This is an optimization exercise on Yosys and OpenROAD, whose aim is small area, not a production implementation. The RTL was checked by simulation tests, not by an equivalence proof against the original design. Power is estimated from default activity; no workload was simulated.

===== design/flow/standard.sh =====
#!/bin/bash
# synth_recipe.tcl (not shown) runs the flow's synth.tcl, then flattens the netlist and writes it again
# the make line also repeats each setting of config.mk as NAME=value (left out here)
make -C /OpenROAD-flow-scripts/flow DESIGN_CONFIG=/design/flow/config.mk WORK_HOME=/design/flow/orfs CLKGATE_MAP_FILE= SYNTH_SCRIPT=/design/flow/synth_recipe.tcl "${@:-finish}"

===== design/flow/flow/run.sh =====
#!/bin/bash
# The standard ORFS layout with three changes:
#  - synthesis maps the logic with a stronger ABC area script (three rounds of
#    strash; dch; map -a) instead of ORFS's abc_area.script; everything else in
#    synthesis (registers included) is the standard synthesis;
#  - port buffers use the smallest buffer cell (buf_1);
#  - clock tree synthesis uses clkbuf_4 in small clusters, without dummy loads.
set -euo pipefail
work=$PWD
rm -rf "$work/scripts_area"
cp -r "$FLOW_HOME/scripts" "$work/scripts_area"
cp "$work/flow/abc_area.script" "$work/scripts_area/abc_area.script"
bash standard.sh "SCRIPTS_DIR=$work/scripts_area" synth > synth.log 2>&1
bash standard.sh \
  "BUFFER_PORTS_ARGS=-buffer_cell sky130_fd_sc_hd__buf_1" \
  "CTS_ARGS=-sink_clustering_enable -repair_clock_nets -buf_list sky130_fd_sc_hd__clkbuf_4 -sink_clustering_size 12 -sink_clustering_max_diameter 40 -dont_use_dummy_load" \
  finish > standard.log 2>&1

===== design/flow/constraint.sdc =====
create_clock -name core_clock -period 12.0 [get_ports {clk}]
set_input_delay 2.4000 -clock core_clock [delete_from_list [all_inputs] [get_ports {clk}]]
set_output_delay 2.4000 -clock core_clock [all_outputs]
set_load 0.01 [all_outputs]

===== design/flow/design.v =====
module aqa32_core (
    input  wire        clk,
    input  wire        rst,           
    output wire        mem_req,
    output wire        mem_we,
    output wire [7:0]  mem_addr,
    output wire [31:0] mem_wdata,
    input  wire        mem_ready,
    input  wire [31:0] mem_rdata,
    output wire        out_valid,
    output wire        out_chr,       
    output wire [31:0] out_value,
    input  wire        inp_avail,
    output wire        inp_take,
    output wire        halted,
    output wire        fault,
    output wire [2:0]  fault_code,
    output wire [31:0] fault_pc
);
    localparam [4:0] OP_LDR = 5'd0,  OP_STR = 5'd1,  OP_ADD = 5'd2,  OP_SUB = 5'd3,
                     OP_MOV = 5'd4,  OP_CMP = 5'd5,  OP_B   = 5'd6,  OP_BEQ = 5'd7,
                     OP_BNE = 5'd8,  OP_BGT = 5'd9,  OP_BLT = 5'd10, OP_AND = 5'd11,
                     OP_ORR = 5'd12, OP_EOR = 5'd13, OP_MVN = 5'd14, OP_LSL = 5'd15,
                     OP_LSR = 5'd16, OP_HALT = 5'd17, OP_INP = 5'd18, OP_OUT = 5'd19;
    localparam [3:0] S_INIT  = 4'b1101,    
                     S_FETCH = 4'b0100,
                     S_OP    = 4'b1000,    
                     S_MEM   = 4'b0101,
                     S_WB    = 4'b1111,    
                     S_OUTV  = 4'b0010,
                     S_INP   = 4'b0011,
                     S_INC   = 4'b1100,    
                     S_ROT   = 4'b1001,   
                     S_SHO   = 4'b1110,   
                     S_FCAP  = 4'b1010,   
                     S_FAULT = 4'b0000,
                     S_HALT  = 4'b0001,
                     S_FA    = 4'b0110;   
    reg  [3:0]  st;
    reg         run;      
    reg         rdv;      
    reg  [4:0]  cnt;
    reg  [15:0] F;        
    reg  [3:0]  FI;       
    reg         FH;       
    reg  [31:0] Y;
    reg  [7:0]  A8;
    reg  [7:0]  P;        
    reg         p8;       
    reg         pcc;      
    reg         alc;      
    reg         acc;      
    reg         cz;       
    reg         cn;       
    reg         ff;       
    wire [4:0]  opcode = F[15:11];
    wire [3:0]  rn     = F[10:7];
    wire [3:0]  rd     = F[6:3];
    wire [2:0]  mode   = F[2:0];
    wire is_ldr  = opcode == OP_LDR;
    wire is_str  = opcode == OP_STR;
    wire is_cmp  = opcode == OP_CMP;
    wire is_lsl  = opcode == OP_LSL;
    wire is_lsr  = opcode == OP_LSR;
    wire is_out  = opcode == OP_OUT;
    wire is_br   = (opcode >= OP_B) && (opcode <= OP_BLT);
    wire is_shift = is_lsl || is_lsr;
    wire alu_wr  = (opcode == OP_ADD) || (opcode == OP_SUB) || (opcode == OP_MOV) ||
                   (opcode == OP_AND) || (opcode == OP_ORR) || (opcode == OP_EOR) ||
                   (opcode == OP_MVN);
    wire uses_rn = (opcode == OP_ADD) || (opcode == OP_SUB) || (opcode == OP_AND) ||
                   (opcode == OP_ORR) || (opcode == OP_EOR) || (opcode == OP_LSL) ||
                   (opcode == OP_LSR) || (opcode == OP_CMP) || (opcode == OP_OUT);
    wire uses_rd = alu_wr || is_ldr || is_str || is_shift;
    wire f_op   = opcode >= 5'd20;
    wire f_mode = mode >= 3'd2;
    wire f_rng  = ((mode == 3'd0) && (FH || (FI >= 4'd14))) ||
                  (uses_rn && (rn >= 4'd14)) || (uses_rd && (rd >= 4'd14));
    wire sfault = f_op || f_mode || f_rng;
    wire [2:0] scode = f_op ? 3'd3 : f_mode ? 3'd4 : 3'd2;
    wire c0    = cnt == 5'd0;
    wire c31   = cnt == 5'd31;
    wire pc_lo = cnt < 5'd9;
    wire a8_lo = cnt < 5'd8;
    wire hi8   = cnt >= 5'd8;
    wire cc  = c0 ? (st != S_FCAP) : pcc;
    wire pcs = pc_lo && ((cnt[3] ? p8 : P[0]) ^ cc);
    wire [12:0] rb;
    genvar k;
    generate
        for (k = 0; k < 13; k = k + 1) begin : R
            reg [31:0] q;
            assign rb[k] = q[0];
        end
    endgenerate
    function rsel(input [3:0] idx, input [12:0] bits, input pcb);
        if (idx == 4'd13) rsel = pcb;
        else if (idx < 4'd13) rsel = bits[idx];
        else rsel = 1'b0;
    endfunction
    wire [3:0] sel_a = is_str ? rd : rn;
    wire a    = rsel(sel_a, rb, pcs);
    wire breg = rsel(FI, rb, pcs);
    wire imm  = Y[0] && !cnt[4];    
    wire op2  = mode[0] ? imm : breg;
    wire kbit = !cnt[4] || (cnt == 5'd20);    
    wire arith = (opcode == OP_ADD) || (opcode == OP_SUB) || is_cmp || is_out;
    wire sub = (opcode == OP_SUB) || is_cmp || (opcode == OP_MVN);
    wire bb  = is_out ? !kbit : (op2 ^ sub);
    wire ac  = arith && (c0 ? sub : alc);
    wire sum = a ^ bb ^ ac;
    wire co  = (a & bb) | (a & ac) | (bb & ac);
    reg  y;
    always @(*) begin
        case (opcode)
            OP_ADD, OP_SUB, OP_EOR: y = sum;
            OP_AND:                 y = co;
            OP_ORR:                 y = sum | co;
            default:                y = bb;      
        endcase
    end
    reg taken;
    always @(*) begin
        case (opcode)
            OP_B:    taken = 1'b1;
            OP_BEQ:  taken = !cz;
            OP_BNE:  taken = cz;
            OP_BGT:  taken = cz && !cn;
            OP_BLT:  taken = cn;
            default: taken = 1'b0;
        endcase
    end
    wire [4:0] s   = A8[4:0];
    wire big       = acc || (A8[7:5] != 3'd0);
    wire lt        = cnt < s;
    wire shout     = Y[0] && !(is_lsl && lt);
    reg wbit;
    always @(*) begin
        case (st)
            S_OP:    wbit = y;
            S_WB:    wbit = Y[0];
            S_SHO:   wbit = shout;
            default: wbit = 1'b0;
        endcase
    end
    wire ok    = !sfault;
    wire wrd   = run && (((st == S_OP) && alu_wr && ok) || (st[3:1] == 3'b111));
    wire fin   = (st[3:2] == 2'b11) ||
                 ((st == S_OP) && (alu_wr || is_cmp || is_br) && ok);
    wire pwr   = (st == S_INIT) || (wrd && (rd == 4'd13)) ||
                 ((st == S_OP) && is_br && taken && ok);
    wire pin   = pwr ? wbit : fin ? (P[0] ^ cc) : P[0];
    generate
        for (k = 0; k < 13; k = k + 1) begin : RW
            wire we = (run && (st == S_INIT)) || (wrd && (rd == k));
            always @(posedge clk)
                R[k].q <= {we ? wbit : R[k].q[0], R[k].q[31:1]};
        end
    endgenerate
    wire acc_f   = acc || op2;
    wire dev_bad = acc || (A8[7:2] != 6'd0) || !(A8[0] ^ A8[1]);
    wire op_flt  = sfault || ((is_ldr || is_str) && acc_f) ||
                   (is_out && (acc_f || dev_bad || (A8[1] && co)));
    reg [3:0] nst;
    always @(*) begin
        nst = st;
        case (st)
            S_FETCH: begin
                if (acc) nst = S_FAULT;
                else if (p8) nst = S_FCAP;
                else if (mem_ready) nst = S_OP;
            end
            S_MEM:   if (mem_ready) nst = is_str ? S_INC : S_WB;
            S_OUTV:  nst = S_INC;
            S_INP:   if (inp_avail) nst = S_INC;
            S_FA:    if (cnt == 5'd7) nst = S_FETCH;
            S_FAULT, S_HALT: ;
            default: if (run && c31) begin
                case (st)
                    S_OP: begin
                        if (op_flt) nst = S_FCAP;
                        else if (is_ldr || is_str) nst = S_MEM;
                        else if (is_out) nst = S_OUTV;
                        else if (is_shift) nst = S_ROT;
                        else if (opcode == OP_HALT) nst = S_HALT;
                        else if (opcode == OP_INP) nst = S_INP;
                        else nst = S_FA;
                    end
                    S_ROT:   nst = S_SHO;
                    S_FCAP:  nst = S_FAULT;
                    default: nst = S_FA;       
                endcase
            end
        endcase
    end
    always @(posedge clk) begin
        if (rst) begin
            st  <= S_INIT;
            cnt <= 5'd0;
            run <= 1'b1;
        end else begin
            st  <= nst;
            cnt <= cnt + 5'd1;
            if (c31) run <= nst[3] && !(mem_req && mem_ready);
        end
    end
    always @(posedge clk) begin
        if (st == S_FETCH) ff <= 1'b1;
        else if (st == S_OP) ff <= 1'b0;
        if (rdv && (st == S_OP)) begin
            F  <= mem_rdata[31:16];
            FI <= mem_rdata[3:0];
            FH <= mem_rdata[15:4] != 12'd0;
        end
        rdv <= mem_req && mem_ready && !mem_we;
        pcc <= cc & P[0];
        P <= {(run && a8_lo) ? pin : P[0], P[7:1]};
        if (run && (cnt == 5'd8) && (pwr || fin)) p8 <= pwr ? wbit : cc;
        if (run && (st == S_OP) && a8_lo) A8 <= {op2, A8[7:1]};
        else if (st == S_FA) A8 <= {P[0], A8[7:1]};
        if (rdv) Y <= mem_rdata;
        else if (run) begin
            if (st == S_OP) Y <= {pwr ? wbit : a, Y[31:1]};
            else if (st == S_FCAP) Y <= {pcs, Y[31:1]};
            else if (st == S_ROT) begin
                if (big || (lt ^ is_lsl)) Y <= {(is_lsr || big) ? 1'b0 : Y[0], Y[31:1]};
            end else Y <= {wbit, Y[31:1]};
        end
        if (run && ((st == S_OP) || fin))
            acc <= c0 ? 1'b0 : (acc || (hi8 && (fin ? (pwr && wbit) : op2)));
        alc <= co;
        if (run && (st == S_INIT)) begin
            cz <= 1'b0;
            cn <= 1'b0;
        end else if (run && (st == S_OP) && is_cmp && ok) begin
            cz <= (cz && !c0) || sum;
            if (c31) cn <= !co;
        end
    end
    assign mem_req   = (st == S_MEM) || ((st == S_FETCH) && !acc);
    assign mem_we    = (st == S_MEM) && is_str;
    assign mem_addr  = A8;
    assign mem_wdata = Y;
    assign out_valid = st == S_OUTV;
    assign out_chr   = A8[1];
    assign out_value = Y;
    assign inp_take  = (st == S_INP) && inp_avail;
    assign halted    = st == S_HALT;
    assign fault     = st == S_FAULT;
    assign fault_code = ff ? 3'd2 : sfault ? scode : !is_out ? 3'd2 : dev_bad ? 3'd5 : 3'd6;
    assign fault_pc  = Y;
endmodule

===== design/flow/flow/abc_area.script =====
strash
dch
map -a
strash
dch
map -a
strash
dch
map -a
topo

===== design/flow/config.mk =====
export PLATFORM = sky130hd
export DESIGN_NAME = aqa32_core
export DESIGN_NICKNAME = aqa32_core
export VERILOG_FILES = /design/flow/design.v
export SDC_FILE = /design/flow/constraint.sdc
export NUM_CORES = 4
export LEC_CHECK = 0
export ABC_AREA = 1
export CAP_MARGIN = 20
export CORE_MARGIN = 2
export CORE_UTILIZATION = 65
export PLACE_DENSITY = 0.75
export SLEW_MARGIN = 20

==> flow_summary_export.csv, run 1 <==
group,metric,value,unit
hold_path,hp_class,"reg -> reg",
synthesis,yosys.cell_count.top_type,"sky130_fd_sc_hd__dfxtp_1",
placement,gp_routability_congestion,0.951,
sta,clock_skew,107,ps
synthesis,synth_top_area_frac,0.655,
synthesis,yosys_warnings,1,
clock_network,ctsHtreeMaxLevel,2,
clock_network,cts.repair_timing.setup_buffer_count,0,
worst_setup_path,worstSetupStartpointType,"flip-flop",
clock_network,path_clk_slew,110,ps
finish,post_route_cells_drive_above_1_share,0.0480,
synthesis,synth.distinct_cells,30,
finish,final_cell_count_no_fill,1458,
finish,final-seq-area,10700,sq um
placement,dpl.hpwl,15500,um
synthesis,sequential_to_total_area_share_from_yosys_stat,0.796,
placement,dp_cells,1406,
sta,setup_viol,0,
routing,via_per_inst,5.00,
floorplanning,die_w,148,um
sta,maxSlewViolCount,0,
sta,final_period_demand_of_the_worst_path,5520,ps
floorplanning,placeableCoreArea,20200,sq um
job,drv.max_cap_violation_count,0,
power_and_ir_drop,pwr_density_cell,166,nW/um^2
routing,via_count,7283,
sta,slew_hr,0.570,
routing,remaining_drc_errors,0,
sta,tns,0,ps
floorplanning,design.portCount,150,
floorplanning,row_count,52,
global_route,grt_ovf,0,
synthesis,synthTopCellsByCount,"sky130_fd_sc_hd__dfxtp_1 (440), sky130_fd_sc_hd__nand2_1 (160), sky130_fd_sc_hd__clkinv_1 (81)",
synthesis,netlist_instances,1049,
worst_setup_path,critPathRequiredTime,9600,ps
global_route,grt_max_degree,35,
worst_setup_path,cp.arrival,3120,ps
clock_network,cts.repair.resized,0,
worst_setup_path,critical_path.cell_chain,"clkinv_1 > nand3_1 > clkinv_1 > nor2_1 > nand2_1 > o2111a_1 > nor4_1 > nand2_1 > nand2_1 > nand2_1 > a21oi_1 > buf_1",
finish,finish.utilization,0.705,
global_route,grt_pass1_wl,35900,um
synthesis,synth_nets,1095,
synthesis,post_synth_main_area_contributors,"sky130_fd_sc_hd__dfxtp_1 (66%), sky130_fd_sc_hd__edfxtp_1 (14%), sky130_fd_sc_hd__nand2_1 (4.5%)",
worst_setup_path,setup.worst_path.end_class,"output port",
synthesis,synth.cell_area,13400,sq um
sta,final_min_period_over_clock_period,0.460,
worst_setup_path,worstSetupPathType,"reg -> out",
finish,num-fill-cells,1458,
power_and_ir_drop,worst_ir_drop_on_vdd,0.000109,V
floorplanning,initial_utilization,0.664,
synthesis,synth_enable_flop_cells,63,
sta,grt_setup_unrepaired,"no",
worst_setup_path,worst_path_dominant_cell_family,"simple AND/OR/NAND/NOR gates",
global_route,vias_in_the_first_global_route,7211,
worst_setup_path,worst_path_most_repeated_cell,"sky130_fd_sc_hd__nand2_1",
clock_network,holdBufCountCts,0,
finish,fin_nets,1235,
synthesis,ys_dominant_reg_cell,"sky130_fd_sc_hd__dfxtp_1",
worst_setup_path,timing.critical_path.slowest_cell_delay,460,ps
synthesis,synth_largest_area_cell,"sky130_fd_sc_hd__dfxtp_1",
sta,fmax,0.181,GHz
clock_network,clk_path_buf_depth,3,
finish,multi_input_area,1950,sq um
finish,final_area,14300,sq um
worst_setup_path,crit_path_top_delay_cell,"sky130_fd_sc_hd__edfxtp_1",
clock_network,cts_root_buf,"sky130_fd_sc_hd__clkbuf_4",
placement,numPortBuffers,149,
power_and_ir_drop,power_leakage,5.54,nW
status,status,"finished clean",
clock_network,insertion_delay,700,ps
sta,worst_tran_pin_value,641,ps
worst_setup_path,critical_path_buf_inv_count,3,
sta,holdWs,277,ps
routing,firstDrtPassIters,5,
floorplanning,die_area,21800,sq um
synthesis,fraction_of_registers_with_async_set_reset,0,
floorplanning,chipHeight,148,um
routing,ant_nets,0,
clock_network,cts_tree,"built",
placement,post_dp_cell_area,13900,sq um
routing,wl_per_cell,15.4,um
worst_setup_path,largest_driver_fanout_on_the_critical_path,6,
routing,drt_first_iter_violations,421,
clock_network,cts_inserted_buffers,51,
synthesis,postSynthRegisterBits,503,
global_route,number_of_antenna_violations_at_the_first_check_in_global_routing,1,
synthesis,synth.avg_cell_area,12.8,sq um
global_route,grt_usage,0.211,
clock_network,cts.sinks,503,
routing,wl,22500,um
sta,timing.final.hold_violations,0,
finish,layout-area-overhead-vs-synth,6.14,%
## report_power, final
group | switching [mW] | internal, mW
clock network | 0.450 | 0.196
registers | 0.00119 | 1.70
logic | 0.0111 | 0.00629
## through the flow
| step | setup slack (ps) | power, mW |
|---|---|---|
| after floorplan | 7030 | 1.75 |
| after detailed placement | 6820 | 1.76 |
| after CTS | 6450 | 2.39 |
| final | 6480 | 2.36 |
| after global placement | 6860 | 1.76 |
| after global routing | 6110 | 2.46 |
## metal layers
layer  vias up  GRT usage  share of wire
met5         -          0              0
met1      3378      0.284           0.45
met3        51     0.0540          0.059
met4         0     0.0688          0.022
li1       3635          -              -
met2       219      0.338           0.47
## final cells by class
type                       count  area share
antenna                        1    0.000175
sequential                   503       0.750
multi-input combinational    400       0.137
timing repair buffer         152      0.0408
tap                          270      0.0237
inverter                      81      0.0213
clock buffer                  51      0.0268
## final timing paths
path                            startpoint            end  slack [ps]  depth (start not counted)
worst max-delay path                 F[12]  fault_code[2]        6480                         12
worst min-delay path            R[6].q[17]     R[6].q[16]         280                          0
worst max register to register       F[13]          Y[31]        6820                         19
worst min register to register  R[6].q[17]     R[6].q[16]         280                          0
## cell families (layout without fill, tap and decap cells)
logic type,after synthesis,count (layout),share of synthesized area
and+or+nand+nor,271,271,0.0819
muxes,1,1,0.000838
AOI/OAI and AO/OA,117,117,0.0516
xor gates and xnor gates,1,1,0.000652
adders and majority gates,10,10,0.00987
buffers and inverters,146,284,0.0589
DFF,503,503,0.796
other,0,1,0
## registers in the layout (all words and copies together), names as in the netlist, 4 cells and up
signal	count
Y	32
R.q	416
A8	8
F	16
cnt	5
FI	4
st	4
P	8
## cell usage in the layout (no fill, tap or decap), types with 2 or more instances in the layout
| cell | instances |
|---|---|
| sky130_fd_sc_hd__nor3_1 | 18 |
| sky130_fd_sc_hd__buf_1 | 149 |
| sky130_fd_sc_hd__a311oi_1 | 3 |
| sky130_fd_sc_hd__a31oi_1 | 5 |
| sky130_fd_sc_hd__a22oi_1 | 4 |
| sky130_fd_sc_hd__a21oi_1 | 30 |
| sky130_fd_sc_hd__dfxtp_1 | 440 |
| sky130_fd_sc_hd__clkbuf_4 | 51 |
| sky130_fd_sc_hd__nor2_1 | 57 |
| sky130_fd_sc_hd__clkinv_1 | 81 |
| sky130_fd_sc_hd__o21ai_0 | 48 |
| sky130_fd_sc_hd__nand2_1 | 160 |
| sky130_fd_sc_hd__nor4_1 | 7 |
| sky130_fd_sc_hd__o22ai_1 | 2 |
| sky130_fd_sc_hd__nand3_1 | 21 |
| sky130_fd_sc_hd__a211oi_1 | 4 |
| sky130_fd_sc_hd__nand4_1 | 6 |
| sky130_fd_sc_hd__edfxtp_1 | 63 |
| sky130_fd_sc_hd__o2111ai_1 | 3 |
| sky130_fd_sc_hd__a2111oi_0 | 3 |
| sky130_fd_sc_hd__ha_1 | 9 |
| sky130_fd_sc_hd__buf_4 | 3 |
| sky130_fd_sc_hd__o31ai_1 | 2 |
| sky130_fd_sc_hd__o211ai_1 | 9 |
==> run 2: changes to the inputs <==
--- a/design/flow/design.v
+++ b/design/flow/design.v
@@ -41,5 +41,5 @@
     reg         rdv;      
     reg  [4:0]  cnt;
-    reg  [15:0] F;        
+    reg  [14:0] F;        
     reg  [3:0]  FI;       
     reg         FH;       
@@ -54,8 +54,9 @@
     reg         cn;       
     reg         ff;       
-    wire [4:0]  opcode = F[15:11];
-    wire [3:0]  rn     = F[10:7];
-    wire [3:0]  rd     = F[6:3];
-    wire [2:0]  mode   = F[2:0];
+    wire [4:0]  opcode = F[14:10];
+    wire [3:0]  rn     = F[9:6];
+    wire [3:0]  rd     = F[5:2];
+    wire        mode_hi = F[1];    
+    wire        mode0  = F[0];
     wire is_ldr  = opcode == OP_LDR;
     wire is_str  = opcode == OP_STR;
@@ -74,6 +75,6 @@
     wire uses_rd = alu_wr || is_ldr || is_str || is_shift;
     wire f_op   = opcode >= 5'd20;
-    wire f_mode = mode >= 3'd2;
-    wire f_rng  = ((mode == 3'd0) && (FH || (FI >= 4'd14))) ||
+    wire f_mode = mode_hi;
+    wire f_rng  = (!mode0 && (FH || (FI >= 4'd14))) ||
                   (uses_rn && (rn >= 4'd14)) || (uses_rd && (rd >= 4'd14));
     wire sfault = f_op || f_mode || f_rng;
@@ -103,5 +104,5 @@
     wire breg = rsel(FI, rb, pcs);
     wire imm  = Y[0] && !cnt[4];    
-    wire op2  = mode[0] ? imm : breg;
+    wire op2  = mode0 ? imm : breg;
     wire kbit = !cnt[4] || (cnt == 5'd20);    
     wire arith = (opcode == OP_ADD) || (opcode == OP_SUB) || is_cmp || is_out;
@@ -209,5 +210,5 @@
         else if (st == S_OP) ff <= 1'b0;
         if (rdv && (st == S_OP)) begin
-            F  <= mem_rdata[31:16];
+            F  <= {mem_rdata[31:19], mem_rdata[18:17] != 2'd0, mem_rdata[16]};
             FI <= mem_rdata[3:0];
             FH <= mem_rdata[15:4] != 12'd0;
==> design/flow/flow/abc_area.script (replaced) <==
strash
dch
map -a
strash
dch
map -a
strash
dch
amap
topo
==> run 2 against run 1 <==
Critical path depth is 2 higher. Routed wire length rose by 3.1%. Synthesized cell count down 8.9%. First-iteration DRC count increased by 8.3%. Sequential power is essentially flat. Non-clock buffer count shrank 1. Core utilization is 0.42 points lower. Die area is 1.1% lower. Via count is 2.7% lower. Largest cell class unchanged.
==> flow_summary_export.csv, run 2 <==
group,metric,value,unit
synthesis,fraction_of_registers_with_async_set_reset,0,
synthesis,synth_nets,1002,
finish,fin_nets,1142,
synthesis,synth.avg_cell_area,13.9,sq um
synthesis,synth_top_area_frac,0.663,
sta,final_critical_path_setup_slack,5920,ps
routing,firstDrtPassIters,5,
finish,layout-area-overhead-vs-synth,6.34,%
synthesis,synth_enable_flop_cells,62,
clock_network,cts.sinks,502,
sta,timing.final.hold_violations,0,
synthesis,post_synth_main_area_contributors,"sky130_fd_sc_hd__dfxtp_1 (66%), sky130_fd_sc_hd__edfxtp_1 (14%), sky130_fd_sc_hd__buf_4 (3.7%)",
sta,slew_hr,0.284,
clock_network,insertion_delay,690,ps
finish,registers.top_by_ff_count,"R.q",
synthesis,netlist_instances,956,
hold_path,hp_class,"reg -> reg",
power_and_ir_drop,worst_ir_drop_on_vdd,0.000106,V
clock_network,cts.repair.resized,0,
routing,via_count,7087,
finish,post_route_cells_drive_above_1_share,0.0521,
routing,wl_per_cell,17.0,um
global_route,grt_max_degree,35,
sta,holdWs,290,ps
clock_network,cts_tree,"built",
sta,final_min_period_over_clock_period,0.506,
worst_setup_path,worstSetupStartpointType,"flip-flop",
worst_setup_path,setup.worst_path.end_class,"output port",
worst_setup_path,cp.arrival,3680,ps
global_route,grt_usage,0.214,
power_and_ir_drop,total_power,2.36,mW
global_route,globalRoute.busiestLayer,"met2",
global_route,grt_ovf,0,
placement,post-place-ws,6400,ps
power_and_ir_drop,pwr_density_cell,167,nW/um^2
synthesis,synthTopCellsByCount,"sky130_fd_sc_hd__dfxtp_1 (440), sky130_fd_sc_hd__nor2_1 (83), sky130_fd_sc_hd__buf_4 (65), sky130_fd_sc_hd__clkinv_1 (65), sky130_fd_sc_hd__edfxtp_1 (62)",
floorplanning,die_area,21600,sq um
sta,clock_skew,107,ps
finish,layout_common_cells,"sky130_fd_sc_hd__dfxtp_1 (440), sky130_fd_sc_hd__buf_1 (149), sky130_fd_sc_hd__nor2_1 (82), sky130_fd_sc_hd__clkinv_1 (65), sky130_fd_sc_hd__edfxtp_1 (62)",
power_and_ir_drop,power_leakage,5.39,nW
sta,maxSlewViolCount,0,
global_route,grt_pass1_wl,35500,um
synthesis,yosys_warnings,1,
clock_network,holdBufCountCts,0,
worst_setup_path,largest_driver_fanout_on_the_critical_path,6,
placement,numPortBuffers,149,
floorplanning,design.portCount,150,
sta,tns,0,ps
global_route,number_of_antenna_violations_at_the_first_check_in_global_routing,1,
finish,largest_register_ff_count,416,
finish,layout.cells.most_common,"sky130_fd_sc_hd__dfxtp_1",
clock_network,cts_inserted_buffers,52,
global_route,grtUsageMet2,0.339,
sta,grt_setup_unrepaired,"no",
worst_setup_path,worstSetupPathType,"reg -> out",
synthesis,sequential_to_total_area_share_from_yosys_stat,0.803,
placement,dpl.hpwl,16200,um
sta,setup_viol,0,
floorplanning,chipHeight,147,um
sta,fmax,0.165,GHz
routing,remaining_drc_errors,0,
global_route,global_route.usage.met1,0.296,
routing,drt_first_iter_violations,456,
worst_setup_path,critPathRequiredTime,9600,ps
synthesis,synth.distinct_cells,44,
synthesis,yosys.cell_count.top_type,"sky130_fd_sc_hd__dfxtp_1",
floorplanning,row_count,52,
clock_network,cts_root_buf,"sky130_fd_sc_hd__clkbuf_4",
job,drv.max_cap_violation_count,0,
status,status,"finished clean",
routing,ant_nets,0,
synthesis,postSynthRegisterBits,502,
sta,final_period_demand_of_the_worst_path,6080,ps
clock_network,path_clk_slew,110,ps
global_route,vias_in_the_first_global_route,6668,
global_route,gr-usage-met3,0.0401,
finish,finish.utilization,0.701,
synthesis,synth_largest_area_cell,"sky130_fd_sc_hd__dfxtp_1",
floorplanning,placeableCoreArea,20200,sq um
synthesis,ys_dominant_reg_cell,"sky130_fd_sc_hd__dfxtp_1",
floorplanning,die_w,147,um
placement,gp_routability_congestion,0.889,
routing,wl,23200,um
floorplanning,initial_utilization,0.659,
synthesis,synth.cell_area,13300,sq um
routing,via_per_inst,5.19,
finish,layout_top_registers,"R.q (416), Y (32), F (15)",
clock_network,ctsHtreeMaxLevel,2,
clock_network,clk_path_buf_depth,3,
sta,worst_tran_pin_value,1070,ps
clock_network,cts.repair_timing.setup_buffer_count,0,
[run 2: cell types whose count changed after synthesis, moves of 10 or more]
| cell | delta |
|---|---|
| sky130_fd_sc_hd__o21ai_0 | -18 |
| sky130_fd_sc_hd__nand2_1 | -130 |
| sky130_fd_sc_hd__clkinv_1 | -16 |
| sky130_fd_sc_hd__nor2_1 | +25 |
| sky130_fd_sc_hd__a22o_1 | +29 |
| sky130_fd_sc_hd__o22ai_1 | +10 |
[run 2: path summary, 6_finish.rpt]
kind                   end  slack, ps  cells past startpoint        from
min             R[4].q[30]        290                      0  R[4].q[31]
max reg2reg          Y[31]       6560                     18       F[12]
max          fault_code[0]       5920                     14       F[14]
min reg2reg     R[4].q[30]        290                      0  R[4].q[31]
[run 2: per-stage QoR]
stage,instance area [sq um],std cells
2_1_floorplan,13300,956
3_3_place_gp,13700,1311
3_5_place_dp,13700,1311
4_1_cts,14100,1363
5_1_grt,14100,1365
6_report,14100,1365
[run 2: area by class of cell]
class,count,area [sq um]
multi-input cells,324,1910
clock buffers,52,390
diodes,1,2.50
fillers,1417,6040
flip-flops and latches,502,10700
repair buffers,151,582
inverters,65,244
well taps,270,338
[run 2: logic make-up (layout without fill, tap and decap cells)]
| family | count (synthesis) | in the layout | synth area share |
|---|---|---|---|
| fa+ha+maj | 10 | 10 | 0.00998 |
| flops | 502 | 502 | 0.803 |
| compound gates | 147 | 147 | 0.0764 |
| simple gates | 167 | 167 | 0.0557 |
| buf+inv | 130 | 268 | 0.0551 |
| other cells | 0 | 1 | 0 |
[run 2: where the power goes]
group | switching (mW) | internal (mW) | leakage [nW]
sequential | 0.00103 | 1.70 | 4.21
combinational | 0.0110 | 0.00612 | 0.939
clock | 0.450 | 0.200 | 0.239
[run 2: routing by layer]
metal / up-vias / part of all wire
met5: - / 0
met4: 0 / 0.029
met2: 295 / 0.45
li1: 3456 / -
met3: 59 / 0.064
met1: 3277 / 0.45
[run 2: critical path: stages, from the launching register on]
cell and delay, ps:
sky130_fd_sc_hd__edfxtp_1 410, sky130_fd_sc_hd__clkinv_1 140, sky130_fd_sc_hd__nand3_1 210, sky130_fd_sc_hd__nor2_1 100
sky130_fd_sc_hd__nor2_1 190, sky130_fd_sc_hd__nand2_1 140, sky130_fd_sc_hd__nor3_1 280, sky130_fd_sc_hd__nand2_1 80
sky130_fd_sc_hd__o211ai_1 150, sky130_fd_sc_hd__o21ai_0 100, sky130_fd_sc_hd__nor4_1 560, sky130_fd_sc_hd__o21ai_0 310
sky130_fd_sc_hd__o21ai_0 180, sky130_fd_sc_hd__nor2_1 60, sky130_fd_sc_hd__buf_1 130
==> run 3: changes to the inputs <==
--- a/design/flow/flow/run.sh
+++ b/design/flow/flow/run.sh
@@ -1,9 +1,10 @@
 #!/bin/bash
 # The standard ORFS layout with three changes:
-#  - synthesis maps the logic with a stronger ABC area script (three rounds of
-#    strash; dch; map -a) instead of ORFS's abc_area.script; everything else in
-#    synthesis (registers included) is the standard synthesis;
+#  - synthesis maps the logic with a stronger ABC area script (flow/abc_area.script:
+#    rounds of strash; dch; map -a, then amap) instead of ORFS's abc_area.script;
+#    everything else in synthesis (registers included) is the standard synthesis;
 #  - port buffers use the smallest buffer cell (buf_1);
-#  - clock tree synthesis uses clkbuf_4 in small clusters, without dummy loads.
+#  - clock tree synthesis uses clkbuf_4 in clusters of at most 12 sinks, without
+#    dummy loads.
 set -euo pipefail
 work=$PWD
--- a/design/flow/config.mk
+++ b/design/flow/config.mk
@@ -9,5 +9,5 @@
 export CAP_MARGIN = 20
 export CORE_MARGIN = 2
-export CORE_UTILIZATION = 65
-export PLACE_DENSITY = 0.75
+export CORE_UTILIZATION = 55
+export PLACE_DENSITY = 0.7
 export SLEW_MARGIN = 20
==> run 3 against run 2 <==
Critical endpoint unchanged. Sequential power hardly changed. Sequential cell count stayed put. Count of clock-buffer cells in the layout stayed put. Largest power group unchanged. Highest routed layer unchanged. Die area is 18% higher. Worst hold slack worse by 52 ps.
==> flow_summary_export.csv, run 3 <==
group,metric,value,unit
status,status,"finished clean",
placement,dpl.hpwl,15800,um
routing,drt_first_iter_violations,639,
finish,layout_top_registers,"R.q (416), Y (32), F (15)",
worst_setup_path,reg2reg_slack,6210,ps
worst_setup_path,timing.critical_path.slowest_cell_delay,660,ps
worst_setup_path,worstSetupStartpointType,"flip-flop",
hold_path,hp_class,"reg -> reg",
routing,highest_metal_layer_with_signal_wires,"met4",
worst_setup_path,critical_path_buf_inv_count,2,
worst_setup_path,rr_endpoint,"Y[31]",
clock_network,cts.repair_timing.setup_buffer_count,0,
floorplanning,design.portCount,150,
clock_network,cts.sinks,502,
worst_setup_path,crit_path_top_delay_cell,"sky130_fd_sc_hd__nor4_1",
hold_path,whs_endpoint,"R[1].q[11]",
routing,detailroute.wirelength.met2,9990,um
sta,grt_setup_unrepaired,"no",
synthesis,synth_largest_area_cell,"sky130_fd_sc_hd__dfxtp_1",
floorplanning,chipHeight,159,um
synthesis,yosys.cell_count.top_type,"sky130_fd_sc_hd__dfxtp_1",
sta,final_min_period_over_clock_period,0.518,
clock_network,cts_inserted_buffers,52,
synthesis,synth_nets,1002,
job,drv.max_cap_violation_count,0,
power_and_ir_drop,power_leakage,5.40,nW
routing,firstDrtPassIters,6,
hold_path,holdPathStages,0,
placement,gp_routability_congestion,0.890,
worst_setup_path,cp.depth,14,
finish,final_area,14200,sq um
global_route,grt_usage,0.179,
power_and_ir_drop,pwr_density_cell,166,nW/um^2
finish,layout_common_cells,"sky130_fd_sc_hd__dfxtp_1 (440), sky130_fd_sc_hd__buf_1 (149), sky130_fd_sc_hd__nor2_1 (82), sky130_fd_sc_hd__clkinv_1 (65), sky130_fd_sc_hd__edfxtp_1 (62)",
sta,maxSlewViolCount,0,
synthesis,ys_dominant_reg_cell,"sky130_fd_sc_hd__dfxtp_1",
global_route,grt_ovf,0,
synthesis,synth.distinct_cells,44,
synthesis,synth.avg_cell_area,13.9,sq um
finish,multi_input_area,1900,sq um
routing,met1_length,10500,um
finish,fin_nets,1143,
synthesis,synth_enable_flop_cells,62,
sta,tns,0,ps
sta,clock_skew,109,ps
synthesis,fraction_of_registers_with_async_set_reset,0,
synthesis,yosys_warnings,1,
sta,worst_tran_pin_value,1110,ps
clock_network,path_clk_slew,110,ps
clock_network,cts_root_buf,"sky130_fd_sc_hd__clkbuf_4",
synthesis,synthTopCellsByCount,"sky130_fd_sc_hd__dfxtp_1 (440), sky130_fd_sc_hd__nor2_1 (83), sky130_fd_sc_hd__buf_4 (65), sky130_fd_sc_hd__clkinv_1 (65), sky130_fd_sc_hd__edfxtp_1 (62)",
synthesis,synth_top_area_frac,0.663,
sta,slew_hr,0.256,
worst_setup_path,worstSetupPathType,"reg -> out",
routing,routed_length_on_met3,1570,um
clock_network,ctsHtreeMaxLevel,2,
finish,layout-area-overhead-vs-synth,6.82,%
floorplanning,initial_utilization,0.563,
synthesis,postSynthRegisterBits,502,
routing,wl,22800,um
routing,wl_per_cell,16.1,um
finish,registers.top_by_ff_count,"R.q",
worst_setup_path,worst_path_dominant_cell_family,"simple AND/OR/NAND/NOR gates",
floorplanning,row_count,56,
sta,timing.final.hold_violations,0,
floorplanning,die_area,25400,sq um
clock_network,cts.repair.resized,0,
finish,post_route_cells_drive_above_1_share,0.0521,
power_and_ir_drop,worst_ir_drop_on_vdd,0.000112,V
sta,holdWs,238,ps
finish,final-seq-area,10700,sq um
global_route,number_of_antenna_violations_at_the_first_check_in_global_routing,1,
placement,post_dp_cell_area,13800,sq um
clock_network,cts_tree,"built",
synthesis,synth.cell_area,13300,sq um
worst_setup_path,critical_path.cell_chain,"clkinv_1 > nand3_1 > nor2_1 > nor2_1 > nand2_1 > nor3_1 > nand2_1 > o211ai_1 > o21ai_0 > nor4_1 > o21ai_0 > o21ai_0 > nor2_1 > buf_1",
sta,fmax,0.161,GHz
global_route,vias_in_the_first_global_route,6789,
sta,setup_viol,0,
routing,ant_nets,0,
worst_setup_path,reg2reg_depth,19,
floorplanning,die_w,159,um
synthesis,post_synth_main_area_contributors,"sky130_fd_sc_hd__dfxtp_1 (66%), sky130_fd_sc_hd__edfxtp_1 (14%), sky130_fd_sc_hd__buf_4 (3.7%)",
worst_setup_path,critPathRequiredTime,9600,ps
finish,largest_register_ff_count,416,
worst_setup_path,setup.worst_path.end_class,"output port",
placement,numPortBuffers,149,
finish,layout.cells.most_common,"sky130_fd_sc_hd__dfxtp_1",
synthesis,netlist_instances,956,
hold_path,holdCritStartpoint,"R[1].q[12]",
floorplanning,placeableCoreArea,23600,sq um
routing,via_per_inst,5.12,
finish,num-fill-cells,1898,
worst_setup_path,largest_driver_fanout_on_the_critical_path,6,
global_route,grt_max_degree,35,
clock_network,clk_path_buf_depth,3,
sta,final_period_demand_of_the_worst_path,6220,ps
routing,remaining_drc_errors,0,
worst_setup_path,cp.arrival,3820,ps
worst_setup_path,worstReg2RegStart,"F[12]",
clock_network,insertion_delay,690,ps
synthesis,sequential_to_total_area_share_from_yosys_stat,0.803,
global_route,grt_pass1_wl,35800,um
routing,via_count,7244,
clock_network,holdBufCountCts,0,
==> run 3: cell counts after synthesis <==
Identical to the previous run, type by type.
==> run 3: worst max-delay path by stage <==
stage	start	end	slack, ps
floorplan	inp_avail	inp_take	6990
global placement	cnt[4]	Y[31]	6610
detailed placement	cnt[4]	Y[31]	6420
CTS	F[11]	fault_code[0]	5810
global route	F[11]	fault_code[0]	5440
finish	F[14]	fault_code[0]	5780
==> run 3: per-layer routing <==
layer / vias to the layer above / GRT usage
met5: - / 0
met4: 0 / 0.0798
met3: 60 / 0.0362
met2: 326 / 0.271
met1: 3387 / 0.252
li1: 3471 / -
==> run 3: report_power, final <==
group	switching, mW	total, mW	internal [mW]
clock	0.446	0.646	0.200
combinational	0.0112	0.0174	0.00621
sequential	0.00101	1.70	1.70
==> run 3: cell type report <==
cell class | count | area share
clock buffer | 52 | 0.0275
timing repair buffer | 152 | 0.0415
inverter | 65 | 0.0172
multi-input combinational | 324 | 0.134
tap | 319 | 0.0281
antenna | 1 | 0.000176
sequential | 502 | 0.751
==> run 3: through the flow <==
step,util,power (mW),std cells,setup WS [ps]
finish,0.601,2.36,1415,5780
detailed placement,0.584,1.75,1361,6420
floorplan,-,1.74,956,6990
global route,0.601,2.46,1415,5440
CTS,0.601,2.39,1413,5810
global placement,0.584,1.75,1361,6610
==> run 3: logic make-up after synthesis <==
group / count (synthesis) / synth area share
adders and majority gates: 10 / 0.00998
buffers and inverters: 130 / 0.0551
and+or+nand+nor: 167 / 0.0557
AOI/OAI and AO/OA: 147 / 0.0764
DFF: 502 / 0.803
==> run 4: changes to the inputs <==
--- a/design/flow/flow/run.sh
+++ b/design/flow/flow/run.sh
@@ -15,4 +15,4 @@
 bash standard.sh \
   "BUFFER_PORTS_ARGS=-buffer_cell sky130_fd_sc_hd__buf_1" \
-  "CTS_ARGS=-sink_clustering_enable -repair_clock_nets -buf_list sky130_fd_sc_hd__clkbuf_4 -sink_clustering_size 12 -sink_clustering_max_diameter 40 -dont_use_dummy_load" \
+  "CTS_ARGS=-sink_clustering_enable -repair_clock_nets -buf_list sky130_fd_sc_hd__clkbuf_4 -sink_clustering_size 11 -sink_clustering_max_diameter 45 -dont_use_dummy_load" \
   finish > standard.log 2>&1
--- a/design/flow/config.mk
+++ b/design/flow/config.mk
@@ -9,5 +9,5 @@
 export CAP_MARGIN = 20
 export CORE_MARGIN = 2
-export CORE_UTILIZATION = 55
-export PLACE_DENSITY = 0.7
+export CORE_UTILIZATION = 65
+export PLACE_DENSITY = 0.75
 export SLEW_MARGIN = 20
==> run 4 against run 3 <==
Die area down 15%. Design area fell by 0.35%. Count of clock-buffer cells in the layout is 2 higher. Global-route usage is 3.7 points higher. Core utilization up 10 points. Worst hold slack improved by 50 ps. First-iteration DRC count fell by 15%. Final cell count shrank 3.4%. Power grew 0.73%. Clock skew down 42 ps. Still clean. Routed wire length is 2.8% higher.
==> flow_summary_export.csv, run 4 <==
group,metric,value,unit
synthesis,yosys.cell_count.top_type,"sky130_fd_sc_hd__dfxtp_1",
floorplanning,initial_utilization,0.659,
finish,post_route_cells_drive_above_1_share,0.0538,
routing,routed_length_on_met3,1490,um
hold_path,holdPathStages,0,
routing,firstDrtPassIters,5,
finish,final_area,14100,sq um
power_and_ir_drop,power_leakage,5.40,nW
synthesis,synth.cell_area,13300,sq um
synthesis,synth.area.mux_share,0,
routing,detailroute.wirelength.met2,10900,um
worst_setup_path,timing.critical_path.slowest_cell_delay,570,ps
finish,multi_input_area,1910,sq um
sta,clock_skew,67.2,ps
status,status,"finished clean",
clock_network,insertion_delay,680,ps
placement,numPortBuffers,149,
clock_network,cts.sinks,502,
power_and_ir_drop,worst_ir_drop_on_vdd,0.000124,V
clock_network,clk_path_buf_depth,3,
finish,layout.cells.most_common,"sky130_fd_sc_hd__dfxtp_1",
synthesis,synth_enable_flop_cells,62,
clock_network,cts_tree,"built",
synthesis,yosys.area_share.adder,0.00998,
routing,remaining_drc_errors,0,
hold_path,whs_endpoint,"R[4].q[30]",
global_route,grt_max_degree,35,
clock_network,cts.repair_timing.setup_buffer_count,0,
sta,timing.final.hold_violations,0,
clock_network,holdBufCountCts,0,
synthesis,synth_top_family_by_area,"compound AO/OA/AOI/OAI gates",
job,drv.max_cap_violation_count,0,
floorplanning,die_w,147,um
clock_network,ctsHtreeMaxLevel,2,
synthesis,xor_xnor_cell_area_share_of_the_yosys_netlist,0,
finish,layout_top_registers,"R.q (416), Y (32), F (15)",
finish,layout-area-overhead-vs-synth,6.45,%
hold_path,holdCritStartpoint,"R[4].q[31]",
worst_setup_path,critical_path.cell_chain,"clkinv_1 > nand3_1 > nor2_1 > nor2_1 > nand2_1 > nor3_1 > nand2_1 > o211ai_1 > o21ai_0 > nor4_1 > o21ai_0 > o21ai_0 > nor2_1 > buf_1",
placement,post_dp_cell_area,13700,sq um
routing,ant_nets,0,
worst_setup_path,worstReg2RegStart,"F[12]",
floorplanning,placeableCoreArea,20200,sq um
worst_setup_path,setup.worst_path.end_class,"output port",
placement,gp_routability_congestion,0.889,
sta,setup_viol,0,
sta,grt_setup_unrepaired,"no",
synthesis,yosys_warnings,1,
global_route,grt_ovf,0,
synthesis,synth_nets,1002,
synthesis,fraction_of_registers_with_async_set_reset,0,
routing,via_count,7150,
global_route,number_of_antenna_violations_at_the_first_check_in_global_routing,1,
clock_network,path_clk_slew,100,ps
sta,slew_hr,0.285,
synthesis,post_synth_and_or_nand_nor_area_fraction,0.0557,
finish,layout_common_cells,"sky130_fd_sc_hd__dfxtp_1 (440), sky130_fd_sc_hd__buf_1 (149), sky130_fd_sc_hd__nor2_1 (82), sky130_fd_sc_hd__clkinv_1 (65), sky130_fd_sc_hd__edfxtp_1 (62)",
power_and_ir_drop,total_power,2.38,mW
synthesis,synth.avg_cell_area,13.9,sq um
worst_setup_path,largest_driver_fanout_on_the_critical_path,6,
synthesis,synth_compound_area_frac,0.0764,
worst_setup_path,rr_endpoint,"Y[31]",
clock_network,cts.repair.resized,0,
synthesis,postSynthRegisterBits,502,
global_route,grt_usage,0.217,
clock_network,cts_root_buf,"sky130_fd_sc_hd__clkbuf_4",
routing,highest_metal_layer_with_signal_wires,"met4",
worst_setup_path,cp.arrival,3720,ps
worst_setup_path,reg2reg_slack,6540,ps
power_and_ir_drop,pwr_density_cell,168,nW/um^2
worst_setup_path,reg2reg_depth,18,
synthesis,netlist_instances,956,
synthesis,synth_largest_area_cell,"sky130_fd_sc_hd__dfxtp_1",
clock_network,cts_inserted_buffers,54,
floorplanning,die_area,21600,sq um
sta,final_period_demand_of_the_worst_path,6120,ps
finish,num-fill-cells,1413,
routing,drt_first_iter_violations,545,
finish,registers.top_by_ff_count,"R.q",
finish,final-seq-area,10700,sq um
worst_setup_path,worstSetupStartpointType,"flip-flop",
floorplanning,row_count,52,
sta,final_min_period_over_clock_period,0.510,
routing,via_per_inst,5.23,
floorplanning,design.portCount,150,
sta,fmax,0.163,GHz
sta,holdWs,288,ps
routing,met1_length,10500,um
hold_path,hp_class,"reg -> reg",
synthesis,sequential_to_total_area_share_from_yosys_stat,0.803,
synthesis,synth.distinct_cells,44,
synthesis,post_synth_main_area_contributors,"sky130_fd_sc_hd__dfxtp_1 (66%), sky130_fd_sc_hd__edfxtp_1 (14%), sky130_fd_sc_hd__buf_4 (3.7%)",
floorplanning,chipHeight,147,um
worst_setup_path,critPathRequiredTime,9600,ps
sta,worst_tran_pin_value,1070,ps
placement,dpl.hpwl,16200,um
sta,maxSlewViolCount,0,
global_route,grt_pass1_wl,36100,um
synthesis,ys_dominant_reg_cell,"sky130_fd_sc_hd__dfxtp_1",
finish,largest_register_ff_count,416,
global_route,vias_in_the_first_global_route,6758,
worst_setup_path,worstSetupPathType,"reg -> out",
routing,wl_per_cell,17.1,um
synthesis,synthTopCellsByCount,"sky130_fd_sc_hd__dfxtp_1 (440), sky130_fd_sc_hd__nor2_1 (83), sky130_fd_sc_hd__buf_4 (65), sky130_fd_sc_hd__clkinv_1 (65), sky130_fd_sc_hd__edfxtp_1 (62)",
finish,fin_nets,1144,
sta,tns,0,ps
worst_setup_path,crit_path_top_delay_cell,"sky130_fd_sc_hd__nor4_1",
routing,wl,23400,um
synthesis,synth_top_area_frac,0.663,
## run 4: cell counts after synthesis
No cell type changed its count.
## run 4: metal layers
metal / vias up / global-route usage
met1: 3342 / 0.299
met2: 292 / 0.351
met4: 0 / 0.0736
li1: 3469 / -
met3: 47 / 0.0410
met5: - / 0
## run 4: area by class of cell
class,instances,share of cell area
sequential,502,0.754
multi-input combinational,324,0.135
timing repair buffer,151,0.0411
clock buffer,54,0.0287
tap,270,0.0239
inverter,65,0.0172
antenna,1,0.000177
## run 4: metrics by stage
step | util | std cells | setup slack, ps
3_5_place_dp | 0.680 | 1311 | 6400
3_3_place_gp | 0.680 | 1311 | 6650
2_1_floorplan | - | 956 | 6990
4_1_cts | 0.700 | 1365 | 5890
5_1_grt | 0.701 | 1367 | 5480
6_report | 0.701 | 1367 | 5880
## run 4: cell families (layout without fill, tap and decap cells)
logic type,count (synthesis),after routing
AOI/OAI and AO/OA,147,147
adders and majority gates,10,10
buffers and inverters,130,270
DFF,502,502
other,0,1
and+or+nand+nor,167,167
## run 4: worst max-delay path by stage
stage,from,end,slack (ps),depth (start not counted)
after floorplan,inp_avail,inp_take,6990,1
after global placement,cnt[4],Y[31],6650,19
after detailed placement,cnt[4],Y[31],6400,19
after CTS,F[14],fault_code[0],5890,14
after global routing,F[14],fault_code[0],5480,14
final,F[14],fault_code[0],5880,14
## run 4: worst max-delay path, delay by kind of cell (launching register included)
kind	cells	cell delay, ps
and+or+nand+nor	8	1630
AOI/OAI and AO/OA	4	750
DFF	1	410
buffers and inverters	2	260
## run 4: where the power goes
group,internal (mW),switching (mW)
combinational,0.00612,0.0109
clock,0.207,0.457
sequential,1.70,0.00103
==> run 5: changes to the inputs <==
--- a/design/flow/design.v
+++ b/design/flow/design.v
@@ -23,18 +23,20 @@
                      OP_ORR = 5'd12, OP_EOR = 5'd13, OP_MVN = 5'd14, OP_LSL = 5'd15,
                      OP_LSR = 5'd16, OP_HALT = 5'd17, OP_INP = 5'd18, OP_OUT = 5'd19;
-    localparam [3:0] S_INIT  = 4'b1101,    
-                     S_FETCH = 4'b0100,
-                     S_OP    = 4'b1000,    
-                     S_MEM   = 4'b0101,
-                     S_WB    = 4'b1111,    
-                     S_OUTV  = 4'b0010,
-                     S_INP   = 4'b0011,
-                     S_INC   = 4'b1100,    
-                     S_ROT   = 4'b1001,   
-                     S_SHO   = 4'b1110,   
-                     S_FCAP  = 4'b1010,   
-                     S_FAULT = 4'b0000,
-                     S_HALT  = 4'b0001,
-                     S_FA    = 4'b0110;   
+    localparam [3:0] S_FAULT  = 4'b0000,
+                     S_FAULTF = 4'b0001,   
+                     S_OUTV   = 4'b0010,
+                     S_INP    = 4'b0011,
+                     S_FETCH  = 4'b0100,
+                     S_MEM    = 4'b0101,
+                     S_HALT   = 4'b0110,
+                     S_FA     = 4'b0111,   
+                     S_OP     = 4'b1000,   
+                     S_ROT    = 4'b1001,   
+                     S_FCAP   = 4'b1010,   
+                     S_FCAPF  = 4'b1011,   
+                     S_INC    = 4'b1100,   
+                     S_INIT   = 4'b1101,   
+                     S_SHO    = 4'b1110,   
+                     S_WB     = 4'b1111;   
     reg  [3:0]  st;
     reg         run;      
@@ -53,5 +55,4 @@
     reg         cz;       
     reg         cn;       
-    reg         ff;       
     wire [4:0]  opcode = F[14:10];
     wire [3:0]  rn     = F[9:6];
@@ -85,5 +86,6 @@
     wire a8_lo = cnt < 5'd8;
     wire hi8   = cnt >= 5'd8;
-    wire cc  = c0 ? (st != S_FCAP) : pcc;
+    wire fcap = st[3:1] == 3'b101;    
+    wire cc  = c0 ? !fcap : pcc;
     wire pcs = pc_lo && ((cnt[3] ? p8 : P[0]) ^ cc);
     wire [12:0] rb;
@@ -168,6 +170,6 @@
         case (st)
             S_FETCH: begin
-                if (acc) nst = S_FAULT;
-                else if (p8) nst = S_FCAP;
+                if (acc) nst = S_FAULTF;
+                else if (p8) nst = S_FCAPF;
                 else if (mem_ready) nst = S_OP;
             end
@@ -176,5 +178,5 @@
             S_INP:   if (inp_avail) nst = S_INC;
             S_FA:    if (cnt == 5'd7) nst = S_FETCH;
-            S_FAULT, S_HALT: ;
+            S_FAULT, S_FAULTF, S_HALT: ;
             default: if (run && c31) begin
                 case (st)
@@ -190,4 +192,5 @@
                     S_ROT:   nst = S_SHO;
                     S_FCAP:  nst = S_FAULT;
+                    S_FCAPF: nst = S_FAULTF;
                     default: nst = S_FA;       
                 endcase
@@ -207,6 +210,4 @@
     end
     always @(posedge clk) begin
-        if (st == S_FETCH) ff <= 1'b1;
-        else if (st == S_OP) ff <= 1'b0;
         if (rdv && (st == S_OP)) begin
             F  <= {mem_rdata[31:19], mem_rdata[18:17] != 2'd0, mem_rdata[16]};
@@ -223,5 +224,5 @@
         else if (run) begin
             if (st == S_OP) Y <= {pwr ? wbit : a, Y[31:1]};
-            else if (st == S_FCAP) Y <= {pcs, Y[31:1]};
+            else if (fcap) Y <= {pcs, Y[31:1]};
             else if (st == S_ROT) begin
                 if (big || (lt ^ is_lsl)) Y <= {(is_lsr || big) ? 1'b0 : Y[0], Y[31:1]};
@@ -248,6 +249,6 @@
     assign inp_take  = (st == S_INP) && inp_avail;
     assign halted    = st == S_HALT;
-    assign fault     = st == S_FAULT;
-    assign fault_code = ff ? 3'd2 : sfault ? scode : !is_out ? 3'd2 : dev_bad ? 3'd5 : 3'd6;
+    assign fault     = st[3:1] == 3'b000;    
+    assign fault_code = st[0] ? 3'd2 : sfault ? scode : !is_out ? 3'd2 : dev_bad ? 3'd5 : 3'd6;
     assign fault_pc  = Y;
 endmodule
--- a/design/flow/flow/run.sh
+++ b/design/flow/flow/run.sh
@@ -15,4 +15,4 @@
 bash standard.sh \
   "BUFFER_PORTS_ARGS=-buffer_cell sky130_fd_sc_hd__buf_1" \
-  "CTS_ARGS=-sink_clustering_enable -repair_clock_nets -buf_list sky130_fd_sc_hd__clkbuf_4 -sink_clustering_size 11 -sink_clustering_max_diameter 45 -dont_use_dummy_load" \
+  "CTS_ARGS=-sink_clustering_enable -repair_clock_nets -buf_list sky130_fd_sc_hd__clkbuf_4 -sink_clustering_size 12 -sink_clustering_max_diameter 40 -dont_use_dummy_load" \
   finish > standard.log 2>&1
--- a/design/flow/config.mk
+++ b/design/flow/config.mk
@@ -7,7 +7,7 @@
 export LEC_CHECK = 0
 export ABC_AREA = 1
-export CAP_MARGIN = 20
+export CAP_MARGIN = 5
 export CORE_MARGIN = 2
 export CORE_UTILIZATION = 65
 export PLACE_DENSITY = 0.75
-export SLEW_MARGIN = 20
+export SLEW_MARGIN = 5
==> run 5 against run 4 <==
Worst hold slack better by 14 ps. Synthesized area is 0.26% lower. Count of clock-buffer cells in the layout is 4 lower.
==> flow_summary_export.csv, run 5 <==
group,metric,value,unit
routing,via_count,7133,
synthesis,synth_enable_flop_cells,62,
clock_network,path_clk_slew,110,ps
finish,multi_input_area,1900,sq um
hold_path,hp_class,"reg -> reg",
worst_setup_path,worstSetupStartpointType,"flip-flop",
finish,final-seq-area,10700,sq um
power_and_ir_drop,clockPowerShare,0.271,
sta,slew_hr,0.0999,
sta,fmax,0.165,GHz
synthesis,yosys_warnings,1,
placement,numPortBuffers,149,
routing,remaining_drc_errors,0,
power_and_ir_drop,cell_internal_pwr,1.89,mW
worst_setup_path,timing.critical_path.slowest_cell_delay,1110,ps
clock_network,holdBufCountCts,0,
clock_network,cts_root_buf,"sky130_fd_sc_hd__clkbuf_4",
worst_setup_path,critPathRequiredTime,12340,ps
floorplanning,chipHeight,147,um
global_route,grt_pass1_wl,35800,um
floorplanning,placeableCoreArea,20100,sq um
status,status,"finished clean",
routing,firstDrtPassIters,9,
finish,layout.cells.most_common,"sky130_fd_sc_hd__dfxtp_1",
worst_setup_path,cp.arrival,6410,ps
floorplanning,initial_utilization,0.659,
global_route,global_route.usage.met1,0.310,
sta,tns,0,ps
sta,setup_viol,0,
sta,worst_tran_pin_value,1350,ps
floorplanning,die_w,147,um
finish,layout-area-overhead-vs-synth,6.25,%
hold_path,holdPathStages,0,
sta,grt_setup_unrepaired,"no",
synthesis,postSynthRegisterBits,501,
global_route,grtUsageMet2,0.336,
clock_network,cts.sinks,501,
synthesis,ys_dominant_reg_cell,"sky130_fd_sc_hd__dfxtp_1",
synthesis,post_synth_main_area_contributors,"sky130_fd_sc_hd__dfxtp_1 (66%), sky130_fd_sc_hd__edfxtp_1 (14%), sky130_fd_sc_hd__buf_4 (3.7%)",
finish,layout_common_cells,"sky130_fd_sc_hd__dfxtp_1 (439), sky130_fd_sc_hd__buf_1 (149), sky130_fd_sc_hd__nor2_1 (81), sky130_fd_sc_hd__edfxtp_1 (62), sky130_fd_sc_hd__clkinv_1 (62)",
power_and_ir_drop,swShare,0.195,
power_and_ir_drop,worst_ir_drop_on_vdd,0.000135,V
routing,drt_first_iter_violations,449,
routing,wl_per_cell,16.9,um
clock_network,insertion_delay,660,ps
routing,ant_nets,0,
sta,maxSlewViolCount,0,
global_route,vias_in_the_first_global_route,6732,
synthesis,synthTopCellsByCount,"sky130_fd_sc_hd__dfxtp_1 (439), sky130_fd_sc_hd__nor2_1 (81), sky130_fd_sc_hd__buf_4 (65)",
worst_setup_path,crit_path_top_delay_cell,"sky130_fd_sc_hd__a32oi_1",
finish,fin_nets,1142,
clock_network,cts_tree,"built",
job,drv.max_cap_violation_count,0,
power_and_ir_drop,power_leakage,5.36,nW
synthesis,synth.avg_cell_area,13.9,sq um
worst_setup_path,critical_path.cell_chain,"nor2_1 > clkinv_1 > nor2_1 > clkinv_1 > o22ai_1 > clkinv_1 > o221ai_1 > nor2_1 > nand3_1 > a31oi_1 > a31oi_1 > clkinv_1 > a221oi_1 > a31oi_1 > fa_1 > o221ai_1 > a32oi_1 > nor2_1 > nor3_1 > a21oi_1 > a22o_1",
synthesis,netlist_instances,956,
clock_network,clk_path_buf_depth,3,
worst_setup_path,reg2reg_depth,21,
finish,post_route_cells_drive_above_1_share,0.0503,
synthesis,yosys.cell_count.top_type,"sky130_fd_sc_hd__dfxtp_1",
synthesis,sequential_to_total_area_share_from_yosys_stat,0.803,
worst_setup_path,setup.worst_path.end_class,"flip-flop",
routing,via_per_inst,5.23,
sta,clock_skew,74.5,ps
finish,largest_register_ff_count,416,
synthesis,synth_top_area_frac,0.663,
placement,post_dp_cell_area,13700,sq um
global_route,globalRoute.busiestLayer,"met2",
worst_setup_path,largest_driver_fanout_on_the_critical_path,15,
clock_network,cts.repair.resized,0,
global_route,grt_ovf,0,
global_route,grt_usage,0.215,
routing,wl,23000,um
global_route,gr-usage-met3,0.0404,
sta,final_critical_path_setup_slack,5920,ps
placement,dpl.hpwl,16100,um
sta,final_period_demand_of_the_worst_path,6080,ps
synthesis,synth.cell_area,13300,sq um
floorplanning,row_count,52,
power_and_ir_drop,power_switching,457,uW
floorplanning,die_area,21600,sq um
sta,timing.final.hold_violations,0,
placement,gp_routability_congestion,0.956,
power_and_ir_drop,comb_power_share,0.007,
power_and_ir_drop,pwr_density_cell,167,nW/um^2
clock_network,cts.repair_timing.setup_buffer_count,0,
finish,registers.top_by_ff_count,"R.q",
global_route,grt_max_degree,35,
clock_network,cts_inserted_buffers,50,
clock_network,ctsHtreeMaxLevel,2,
placement,post-place-ws,6070,ps
worst_setup_path,worstSetupPathType,"reg -> reg",
finish,num-fill-cells,1358,
synthesis,synth_nets,1002,
global_route,number_of_antenna_violations_at_the_first_check_in_global_routing,1,
sta,final_min_period_over_clock_period,0.506,
synthesis,synth.distinct_cells,39,
finish,layout_top_registers,"R.q (416), Y (32), F (15)",
floorplanning,design.portCount,150,
synthesis,fraction_of_registers_with_async_set_reset,0,
finish,final_area,14100,sq um
power_and_ir_drop,sequentialPowerShare,0.721,
synthesis,synth_largest_area_cell,"sky130_fd_sc_hd__dfxtp_1",
[run 5: per-layer routing]
metal	up-vias	wire (um)
li1	3448	-
met1	3353	10700
met2	293	10400
met3	39	1500
met4	0	464
met5	-	0
[run 5: power by group through the flow]
stage               combinational (mW)  sequential [mW]  clock (mW)
finish                          0.0167             1.69       0.637
floorplan                      0.00698             1.73           0
detailed placement              0.0166             1.73           0
CTS                             0.0166             1.69       0.662
global route                    0.0188             1.69       0.720
global placement                0.0162             1.73           0
[run 5: area by class of cell]
type,instances,area share
Antenna cell,1,0.000178
Tap cell,270,0.0240
Clock buffer,50,0.0267
Timing Repair Buffer,153,0.0418
Inverter,62,0.0165
Multi-Input combinational cell,328,0.135
Sequential cell,501,0.756
[run 5: final timing paths]
check | from | to | slack, ps
worst max-delay path | cnt[4] | Y[31] | 5920
worst min-delay path | R[3].q[28] | R[3].q[27] | 300
worst max register to register | cnt[4] | Y[31] | 5920
worst min register to register | R[3].q[28] | R[3].q[27] | 300
[run 5: per-stage QoR]
step | hold WS, ps | cells | total power, mW | utilization
2_1_floorplan | 310 | 956 | 1.74 | -
3_3_place_gp | 310 | 1314 | 1.75 | 0.682
3_5_place_dp | 312 | 1314 | 1.75 | 0.682
4_1_cts | 291 | 1364 | 2.37 | 0.700
5_1_grt | 288 | 1365 | 2.43 | 0.701
6_report | 302 | 1365 | 2.35 | 0.701
[run 5: kinds of logic (layout without fill, tap and decap cells)]
family          count (synthesis)  in the layout  share of synthesized area
flops                         501            501                      0.803
simple gates                  169            169                     0.0557
compound gates                149            149                     0.0765
buf+inv                       127            265                     0.0544
fa+ha+maj                      10             10                     0.0100
other cells                     0              1                          0
[run 5: critical path, delay by kind of cell, from the launching register on]
family / cells / cell delay (ps)
buffers and inverters: 4 / 670
adders and majority gates: 1 / 560
DFF: 1 / 380
and+or+nand+nor: 6 / 1220
AOI/OAI and AO/OA: 10 / 2970
==> run 6: changes to the inputs <==
--- a/design/flow/config.mk
+++ b/design/flow/config.mk
@@ -7,7 +7,7 @@
 export LEC_CHECK = 0
 export ABC_AREA = 1
-export CAP_MARGIN = 5
+export CAP_MARGIN = 20
 export CORE_MARGIN = 2
 export CORE_UTILIZATION = 65
 export PLACE_DENSITY = 0.75
-export SLEW_MARGIN = 5
+export SLEW_MARGIN = 20
==> run 6 against run 5 <==
First-iteration DRC count is 7.6% lower. Clock skew rose by 36 ps. Global-route usage rose by 0.45 points. Die area unchanged. Worst hold slack worse by 9.0 ps. Worst setup slack improved by 92 ps. Critical endpoint is now fault_code[1].
==> flow_summary_export.csv, run 6 <==
group,metric,value,unit
sta,clock_skew,110,ps
sta,tns,0,ps
synthesis,yosys.cell_count.top_type,"sky130_fd_sc_hd__dfxtp_1",
global_route,grt_ovf,0,
worst_setup_path,timing.critical_path.slowest_cell_delay,430,ps
global_route,vias_in_the_first_global_route,6849,
synthesis,synth_top_area_frac,0.663,
worst_setup_path,critical_path_buf_inv_count,3,
floorplanning,design.portCount,150,
clock_network,cts_root_buf,"sky130_fd_sc_hd__clkbuf_4",
synthesis,sequential_to_total_area_share_from_yosys_stat,0.803,
synthesis,netlist_instances,956,
clock_network,cts.repair_timing.setup_buffer_count,0,
floorplanning,die_w,147,um
floorplanning,placeableCoreArea,20100,sq um
status,status,"finished clean",
sta,maxSlewViolCount,0,
worst_setup_path,reg2reg_depth,21,
worst_setup_path,worstReg2RegStart,"cnt[4]",
clock_network,cts_inserted_buffers,51,
sta,slew_hr,0.309,
power_and_ir_drop,swShare,0.193,
routing,drt_first_iter_violations,415,
placement,post_dp_cell_area,13700,sq um
hold_path,hp_class,"reg -> reg",
sta,timing.final.hold_violations,0,
routing,ant_nets,0,
clock_network,cts.repair.resized,0,
routing,wl,23100,um
finish,finish.utilization,0.701,
finish,layout.cells.most_common,"sky130_fd_sc_hd__dfxtp_1",
synthesis,synth_compound_area_frac,0.0765,
clock_network,holdBufCountCts,0,
power_and_ir_drop,power_switching,455,uW
synthesis,synthTopCellsByCount,"sky130_fd_sc_hd__dfxtp_1 (439), sky130_fd_sc_hd__nor2_1 (81), sky130_fd_sc_hd__buf_4 (65)",
sta,grt_setup_unrepaired,"no",
finish,registers.top_by_ff_count,"R.q",
synthesis,fraction_of_registers_with_async_set_reset,0,
global_route,grt_max_degree,35,
synthesis,synth.cell_area,13300,sq um
clock_network,clk_path_buf_depth,3,
power_and_ir_drop,worst_ir_drop_on_vdd,0.000118,V
synthesis,yosys_warnings,1,
sta,final_period_demand_of_the_worst_path,5990,ps
finish,layout_common_cells,"sky130_fd_sc_hd__dfxtp_1 (439), sky130_fd_sc_hd__buf_1 (149), sky130_fd_sc_hd__nor2_1 (81), sky130_fd_sc_hd__edfxtp_1 (62), sky130_fd_sc_hd__clkinv_1 (62)",
worst_setup_path,worst_path_dominant_cell_family,"simple AND/OR/NAND/NOR gates",
synthesis,post_synth_and_or_nand_nor_area_fraction,0.0557,
clock_network,cts_tree,"built",
worst_setup_path,reg2reg_slack,6670,ps
placement,post-place-ws,6740,ps
synthesis,ys_dominant_reg_cell,"sky130_fd_sc_hd__dfxtp_1",
job,drv.max_cap_violation_count,0,
synthesis,synth_nets,1002,
global_route,grt_usage,0.219,
hold_path,holdCritStartpoint,"R[9].q[23]",
finish,post_route_cells_drive_above_1_share,0.0529,
placement,numPortBuffers,149,
synthesis,synth_largest_area_cell,"sky130_fd_sc_hd__dfxtp_1",
sta,worst_tran_pin_value,1030,ps
synthesis,synth.avg_cell_area,13.9,sq um
power_and_ir_drop,pwr_density_cell,167,nW/um^2
power_and_ir_drop,power_leakage,5.37,nW
synthesis,synth_top_family_by_area,"compound AO/OA/AOI/OAI gates",
synthesis,yosys.area_share.adder,0.0100,
power_and_ir_drop,total_power,2.35,mW
synthesis,synth_enable_flop_cells,62,
routing,firstDrtPassIters,5,
routing,wl_per_cell,16.9,um
placement,gp_routability_congestion,0.956,
clock_network,path_clk_slew,110,ps
synthesis,synth.area.mux_share,0,
==> run 6: through the flow <==
step	hold slack (ps)	instances
after global routing	282	1368
final	293	1368
after detailed placement	312	1316
after floorplan	310	956
after global placement	310	1314
after CTS	263	1367
==> run 6: kinds of logic after synthesis <==
family	Yosys count
DFF	501
and+or+nand+nor	169
AOI/OAI and AO/OA	149
adders and majority gates	10
buffers and inverters	127
==> run 6: power by group through the flow <==
stage          Sequential, mW  Clock (mW)  Combinational [mW]
2_1_floorplan            1.73           0             0.00698
3_3_place_gp             1.73           0              0.0162
3_5_place_dp             1.73           0              0.0166
4_1_cts                  1.69       0.664              0.0168
5_1_grt                  1.69       0.730              0.0190
6_report                 1.69       0.639              0.0169
==> run 6: cell type report <==
type                       count  area [sq um]
tap                          270           338
inverter                      62           233
multi-input combinational    328          1900
sequential                   501         10700
fill                        1372          6000
timing repair buffer         155           599
antenna                        1          2.50
clock buffer                  51           383
==> run 6: how the worst max path moves through the flow <==
stage	from	end	slack (ps)	depth (start not counted)
2_1_floorplan	inp_avail	inp_take	6990	1
3_3_place_gp	cnt[4]	Y[31]	6340	21
3_5_place_dp	F[14]	fault_code[1]	6740	12
4_1_cts	F[14]	fault_code[1]	6010	12
5_1_grt	F[14]	fault_code[1]	5570	12
6_report	F[14]	fault_code[1]	6010	12
==> run 6: metal layers <==
layer | GRT usage | part of all wire | vias to the layer above
li1 | - | - | 3452
met1 | 0.314 | 0.46 | 3294
met2 | 0.331 | 0.44 | 290
met3 | 0.0419 | 0.064 | 58
met4 | 0.0947 | 0.035 | 0
met5 | 0 | 0 | -

-- separate check: timing with driven ports --
Ports are ideal in the flow. The routed layouts listed here were re-timed in OpenROAD. Step 1 (the two cells are an assumption about what drives the block):
set clk [get_ports {clk}]
set_driving_cell -lib_cell sky130_fd_sc_hd__clkbuf_16 $clk
set_driving_cell -lib_cell sky130_fd_sc_hd__buf_2 [delete_from_list [all_inputs] $clk]
Step 2 adds t to the input delays and takes it off the output delays; t is the mean of the earliest and latest rising clock arrival at the registers after step 1. Input paths then give back, and output paths get back, about the clock's delay inside the block. a / b / c = no drivers / after step 1 / after step 2; a / b = the first two.
run	t (ns)	slack for setup (ns)	latest minus earliest clock arrival (ns)	worst register clock-pin slew, ns	worst slew at a driven data input, ns
run 1	0.690	6.481 / 6.439 / 6.817	0.116 / 0.116	0.12 / 0.12	0.06
run 2	0.674	5.924 / 5.883 / 6.558	0.107 / 0.107	0.12 / 0.12	0.05
run 3	0.675	5.781 / 5.743 / 6.208	0.120 / 0.120	0.12 / 0.12	0.06
run 4	0.687	5.881 / 5.840 / 6.527	0.068 / 0.068	0.11 / 0.11	0.04
run 5	0.664	5.923 / 5.882 / 5.923	0.079 / 0.079	0.12 / 0.12	0.07
run 6	0.668	6.015 / 5.971 / 6.639	0.111 / 0.110	0.12 / 0.12	0.06
After both steps setup and hold are still met in every run listed.
